Source: an optimization exercise on an open RTL-to-GDS flow (aim: a short achievable clock period). Production flows keep margins and buffers that such runs may drop. In this exercise RTL edits were held to simulation tests only and were not proved equivalent to the original. No activity file was given, so power comes from the tool's default toggle rates.

==> design.v <==
module fcp #(
    parameter PMAX = 64                  
) (
    input  wire        clk,
    input  wire        rst,              
    input  wire        req_valid,
    input  wire [35:0] req,
    output reg         rsp_valid,
    output reg  [49:0] rsp
);
    localparam [3:0] OP_NOP      = 4'h0,
                     OP_CSINIT   = 4'h1,
                     OP_CSADD    = 4'h2,
                     OP_CSFIN    = 4'h3,
                     OP_ENCSTART = 4'h4,
                     OP_ENCPAY   = 4'h5,
                     OP_ENCEMIT  = 4'h6,
                     OP_ENCABORT = 4'h7,
                     OP_HDPUSH   = 4'h8,
                     OP_HDGET    = 4'h9,
                     OP_HDCLR    = 4'hA,
                     OP_PACK     = 4'hB,
                     OP_UNPACK   = 4'hC;
    localparam [1:0] ST_OK            = 2'd0,
                     ST_REFUSED_STATE = 2'd1,
                     ST_REFUSED_LEN   = 2'd2,
                     ST_ILLEGAL_OP    = 2'd3;
    localparam [1:0] E_IDLE = 2'd0,
                     E_FILL = 2'd1,
                     E_EMIT = 2'd2;
    localparam [7:0] PROTO_VER = 8'h03;
    localparam [7:0] CS_INIT   = 8'hFF;
    localparam       AW        = $clog2(PMAX);
    wire [3:0]  opsel = req[35:32];
    wire [31:0] arg   = req[31:0];
    reg  [7:0]  acc;         
    reg  [1:0]  estate;      
    reg  [7:0]  t_type;
    reg  [7:0]  t_id;
    reg  [15:0] t_len;
    reg  [15:0] pcnt;        
    reg  [16:0] eidx;        
    reg  [2:0]  hcnt;        
    reg         hvalid;
    reg  [7:0]  h_ck;
    reg  [7:0]  h_ver;
    reg  [7:0]  h_type;
    reg  [7:0]  h_id;
    reg  [15:0] h_len;
    reg  [7:0]  pbuf [0:PMAX-1];
    wire        enc_idle = (estate == E_IDLE);
    wire        enc_fill = (estate == E_FILL);
    wire        enc_emit = (estate == E_EMIT);
    wire [7:0]  b       = arg[7:0];
    wire [15:0] s_len   = arg[31:16];
    wire [7:0]  hdr_acc = CS_INIT + PROTO_VER + arg[7:0] + arg[15:8]
                        + s_len[7:0] + s_len[15:8];
    wire [16:0] pay_idx  = eidx - 17'd6;
    wire [7:0]  pay_byte = pbuf[pay_idx[AW-1:0]];
    wire        emit_last = (eidx == {1'b0, t_len} + 17'd5);
    reg  [7:0]  emit_byte;
    always @(*) begin
        case (eidx)
            17'd0:   emit_byte = acc ^ 8'hFF;
            17'd1:   emit_byte = PROTO_VER;
            17'd2:   emit_byte = t_type;
            17'd3:   emit_byte = t_id;
            17'd4:   emit_byte = t_len[7:0];
            17'd5:   emit_byte = t_len[15:8];
            default: emit_byte = pay_byte;
        endcase
    end
    reg  [1:0]  status;
    reg  [47:0] data;
    always @(*) begin
        status = ST_OK;
        data   = 48'd0;
        case (opsel)
            OP_NOP: ;
            OP_CSINIT, OP_CSADD:
                if (!enc_idle) status = ST_REFUSED_STATE;
            OP_CSFIN:
                if (!enc_idle) status = ST_REFUSED_STATE;
                else           data[7:0] = acc ^ 8'hFF;
            OP_ENCSTART:
                if (!enc_idle)                 status = ST_REFUSED_STATE;
                else if (s_len > PMAX)         status = ST_REFUSED_LEN;
            OP_ENCPAY:
                if (!enc_fill) status = ST_REFUSED_STATE;
            OP_ENCEMIT:
                if (!enc_emit) status = ST_REFUSED_STATE;
                else           data[8:0] = {emit_last, emit_byte};
            OP_ENCABORT: ;
            OP_HDPUSH:
                data[0] = (hcnt == 3'd5);
            OP_HDGET:
                if (!hvalid) status = ST_REFUSED_STATE;
                else         data = {h_len, h_id, h_type, h_ver, h_ck};
            OP_HDCLR: ;
            OP_PACK:
                data[31:0] = {arg[27:6], arg[5:0], 1'b0, 3'b000};
            OP_UNPACK:
                data[31:0] = {arg[2:0], arg[3], arg[31:10], arg[9:4]};
            default:
                status = ST_ILLEGAL_OP;
        endcase
    end
    wire        do_op = req_valid && (status == ST_OK);
    always @(posedge clk) begin
        if (rst) begin
            acc    <= CS_INIT;
            estate <= E_IDLE;
            pcnt   <= 16'd0;
            eidx   <= 17'd0;
            hcnt   <= 3'd0;
            hvalid <= 1'b0;
        end else if (do_op) begin
            case (opsel)
                OP_CSINIT: acc <= CS_INIT;
                OP_CSADD:  acc <= acc + b;
                OP_ENCSTART: begin
                    t_type <= arg[7:0];
                    t_id   <= arg[15:8];
                    t_len  <= s_len;
                    pcnt   <= 16'd0;
                    eidx   <= 17'd0;
                    acc    <= hdr_acc;
                    estate <= (s_len == 16'd0) ? E_EMIT : E_FILL;
                end
                OP_ENCPAY: begin
                    acc  <= acc + b;
                    pcnt <= pcnt + 16'd1;
                    if (pcnt + 16'd1 == t_len)
                        estate <= E_EMIT;
                end
                OP_ENCEMIT: begin
                    eidx <= eidx + 17'd1;
                    if (emit_last)
                        estate <= E_IDLE;
                end
                OP_ENCABORT: estate <= E_IDLE;
                OP_HDPUSH: begin
                    case (hcnt)
                        3'd0: begin h_ck  <= b; hvalid <= 1'b0; end
                        3'd1: h_ver  <= b;
                        3'd2: h_type <= b;
                        3'd3: h_id   <= b;
                        3'd4: h_len[7:0]  <= b;
                        default: begin h_len[15:8] <= b; hvalid <= 1'b1; end
                    endcase
                    hcnt <= (hcnt == 3'd5) ? 3'd0 : hcnt + 3'd1;
                end
                OP_HDCLR: begin
                    hcnt   <= 3'd0;
                    hvalid <= 1'b0;
                end
                default: ;
            endcase
        end
    end
    always @(posedge clk) begin
        if (!rst && do_op && opsel == OP_ENCPAY)
            pbuf[pcnt[AW-1:0]] <= b;
    end
    always @(posedge clk) begin
        if (rst) begin
            rsp_valid <= 1'b0;
        end else begin
            rsp_valid <= req_valid;
            if (req_valid)
                rsp <= {status, data};
        end
    end
endmodule
==> run.sh <==
#!/bin/bash
# synth_recipe.tcl (not shown) runs the flow's synth.tcl, then flattens the netlist and writes it again
# the make line also repeats each setting of config.mk as NAME=value (left out here)
make -C /OpenROAD-flow-scripts/flow DESIGN_CONFIG=/design/flow/config.mk WORK_HOME=/design/flow/orfs CLKGATE_MAP_FILE= SYNTH_SCRIPT=/design/flow/synth_recipe.tcl finish
==> config.mk <==
export PLATFORM = sky130hd
export DESIGN_NAME = fcp
export DESIGN_NICKNAME = fcp
export VERILOG_FILES = /design/flow/design.v
export SDC_FILE = /design/flow/constraint.sdc
export NUM_CORES = 4
export LEC_CHECK = 0
export CAP_MARGIN = 20
export CORE_MARGIN = 2
export CORE_UTILIZATION = 40
export PLACE_DENSITY = 0.6
export SLEW_MARGIN = 20
==> constraint.sdc <==
create_clock -name core_clock -period 4.5 [get_ports {clk}]
set_input_delay 0.9000 -clock core_clock [delete_from_list [all_inputs] [get_ports {clk}]]
set_output_delay 0.9000 -clock core_clock [all_outputs]
set_load 0.01 [all_outputs]
==> impl_metrics.json <==
{
  "ir_worst_vdd_mv": 0.312,
  "ys.flop_type": "edfxtp_1",
  "layout_commonest_cell": "edfxtp_1",
  "cp.required_ps": 5020,
  "pwr_density_cell_mw_per_mm2": 393,
  "crit_top_cell": "fa_1",
  "fin_setup_tns_ps": 0,
  "synth-edff-count": 642,
  "cts-hold-fix-buffers": 0,
  "place_congestion": 0.892,
  "holdPathStages": 1,
  "cp.arrival_ps": 4410,
  "ys_types": 73,
  "clock-sinks": 690,
  "vias": 16588,
  "die_w_microns": 275,
  "finClkSkew_ps": 34.4,
  "final_cell_mix": "edfxtp_1, mux4_2, nor2_1, buf_4, inv_1",
  "clkLatencyLatePin_ps": 630,
  "p_switching_mw": 2.95,
  "core_sq_mm": 0.0728,
  "ys_seq_area_frac": 0.688,
  "power_frac_clock": 0.432,
  "netSwitchingFraction": 0.219,
  "rsz0062_at_grt": "false",
  "final_nets": 1991,
  "power_frac_comb": 0.046,
  "fin_crit_ps": 3890,
  "p_seq_frac": 0.522,
  "grt_use_total": 0.199,
  "antenna_found_initial": 3,
  "clkTransAtPathRegs_ps": 60,
  "drive_above_1_share": 0.211,
  "hold_path_class": "flop to flop",
  "clock_path_buffers": 3,
  "rrSetupSlack_ps": 940,
  "cp_slowest_cell": "fa_1",
  "critPathCaptureType": "flop",
  "fp-row-count": 99,
  "cp_max_fo": 2,
  "ys_async_sr_fraction": 0,
  "drt-pass1-iter-count": 9,
  "via_per_inst": 5.66,
  "cellInternalPower_mw": 10.5,
  "worstPathCellList": "clkdlybuf4s50_1 -> fa_1 -> inv_1 -> fa_1 -> inv_1 -> ha_1 -> fa_1 -> a21o_1 -> a21oi_1 -> o21bai_1 -> a21oi_1 -> xnor2_1 -> a221oi_1 -> nor2_1 -> a211o_1",
  "critPathKind": "input pin to flop",
  "io_pins": 90,
  "die_h_microns": 275,
  "wl_mm": 75.0,
  "worst_slew_pin_slew_ps": 952,
  "yosys_register_bits": 690,
  "leakage_nw": 11.1,
  "hold_violations": 0,
  "drcViolationCount": 0,
  "syn_area_sq_mm": 0.0294,
  "antenna_left": 0,
  "root_buffer": "clkbuf_16",
  "numCtsBuffers": 73,
  "slowest_delay_ps": 510,
  "drv_slew": 0,
  "grt_overflow": 0,
  "reg2reg_from": "eidx[2]",
  "worstHoldStart": "h_len[13]",
  "max_slew_margin": 0.365,
  "finalCritPeriodShare": 0.865,
  "grt_max_degree": 134,
  "fmax_mhz": 257,
  "synth_nets": 1814,
  "wl_per_cell_microns": 25.6,
  "grt_pass1_vias": 16696,
  "area_growth_pct": 16.5,
  "netlist_instances": 1737,
  "cp_num_buf_inv": 3,
  "htreeDepth": 3,
  "cp_top_family": "adder cells",
  "dpl.hpwl_mm": 48.0,
  "cts_tree": "done",
  "numPortBuffers": 89,
  "cts_resized": 0,
  "syn_area_per_cell_sq_um": 16.9,
  "setup_viol": 0,
  "power.total_mw": 13.5,
  "startpoint_type": "input pin",
  "worstHoldEndpoint": "rsp[45]",
  "synth-warning-count": 1,
  "postCtsSetupBuffers": 0,
  "outcome": "finished clean",
  "cap_violations": 0,
  "start_util": 0.404,
  "drt_iter0_markers": 1959,
  "r2r_cells": 7,
  "r2r_end": "rsp[4]",
  "die_area_sq_mm": 0.0757,
  "grt_first_pass_wirelength_mm": 110
}
how the worst max path moves through the flow:
stage / start / to / slack [ps] / cells after the start
6_report: req[8] / acc[6] / 610 / 15
5_1_grt: req[8] / acc[6] / 430 / 15
4_1_cts: req[8] / acc[6] / 610 / 15
3_5_place_dp: req[8] / acc[6] / -60 / 15
3_3_place_gp: req[8] / acc[6] / -90 / 15
2_1_floorplan: req[35] / t_id[0] / 480 / 6
cell type report:
type                       count  area (sq um)
clock inverter                41           367
sequential                   690         20200
tap                          959          1200
fill                        6155         38600
antenna                        1          2.50
multi-input combinational    861          8450
clock buffer                  92          1930
inverter                      87           327
timing repair buffer         201          1750
synth_stat cells (15+ instances only):
cell type	n	share of area
fa_1	15	0.010
edfxtp_1	642	0.66
xor2_1	23	0.0068
clkbuf_1	51	0.0065
a222oi_1	26	0.0088
nand3_1	29	0.0049
nand2_1	49	0.0063
buf_2	25	0.0043
and2_1	30	0.0064
and3_1	15	0.0032
a21oi_1	43	0.0073
nor3_1	19	0.0032
mux4_2	167	0.13
inv_1	84	0.011
dfxtp_1	48	0.033
nor2_1	151	0.019
ha_1	23	0.0098
nand4_1	15	0.0032
o21ai_0	32	0.0054
xnor2_1	55	0.016
logic make-up (layout without fill, tap and decap cells):
| kind of cell | after synthesis | after routing | synth area share |
|---|---|---|---|
| flip-flops | 690 | 690 | 0.688 |
| AND/OR/NAND/NOR | 379 | 379 | 0.0641 |
| AO/OA/AOI/OAI | 189 | 189 | 0.0465 |
| buffers and inverters | 186 | 421 | 0.0268 |
| multiplexers | 177 | 177 | 0.131 |
| XOR/XNOR | 78 | 78 | 0.0232 |
| adder cells (fa/ha/maj) | 38 | 38 | 0.0200 |
| other | 0 | 1 | 0 |
power by group through the flow:
stage          clock network [mW]  registers (mW)  logic (mW)
6_report                     5.82            7.04       0.625
4_1_cts                      5.91            7.04       0.629
3_3_place_gp                    0            7.17       0.612
3_5_place_dp                    0            7.17       0.623
5_1_grt                      6.15            7.04       0.684
2_1_floorplan                   0            7.18       0.300
layer usage:
| metal | part of all wire | GRT usage | vias up |
|---|---|---|---|
| met1 | 0.43 | 0.280 | 8656 |
| met2 | 0.48 | 0.317 | 605 |
| met4 | 0.022 | 0.0549 | 2 |
| met3 | 0.073 | 0.0381 | 106 |
| li1 | - | - | 7219 |
| met5 | 0.00013 | 0 | - |
stage by stage:
stage               cells  setup slack [ps]  cell area (sq um)  hold slack, ps  utilization
floorplan            1737               478              29400             470            -
global placement     2797             -92.7              32000             480        0.439
detailed placement   2797             -56.4              32000             509        0.439
CTS                  2930               613              34300             522        0.470
global route         2931               425              34300             537        0.470
finish               2932               608              34300             523        0.471
flip-flops by register name, summed over array words and instances (netlist names), 16 cells and up:
signal and flops:
h_len 16, rsp 50, t_len 16, pcnt 16, pbuf 512, eidx 17

[port drivers added, routing unchanged]
Ports are ideal in the flow. The routed layout listed here was re-timed in OpenROAD.
Step 1: set_driving_cell puts a clkbuf_16 on clk and a buf_2 on each other input, an assumption about the parent block.
Step 2 times the ports against the registers' clock, not the clock port: input delays grow and output delays shrink by t, the midpoint of the rising clock arrivals with the driver on.
Slacks: no drivers / after step 1 / after step 2; pairs: no drivers / after step 1.
t, ns: 0.675
setup WS [ns]: 0.608 / 0.645 / -0.030
worst setup path at the end: input to register
worst register clock-pin slew, ns: 0.06 / 0.06
With both steps, setup timing fails in this run, where it was met with ideal ports. For this run, drivers alone change the setup slack by +0.037 ns; drivers and shift together by -0.638 ns.
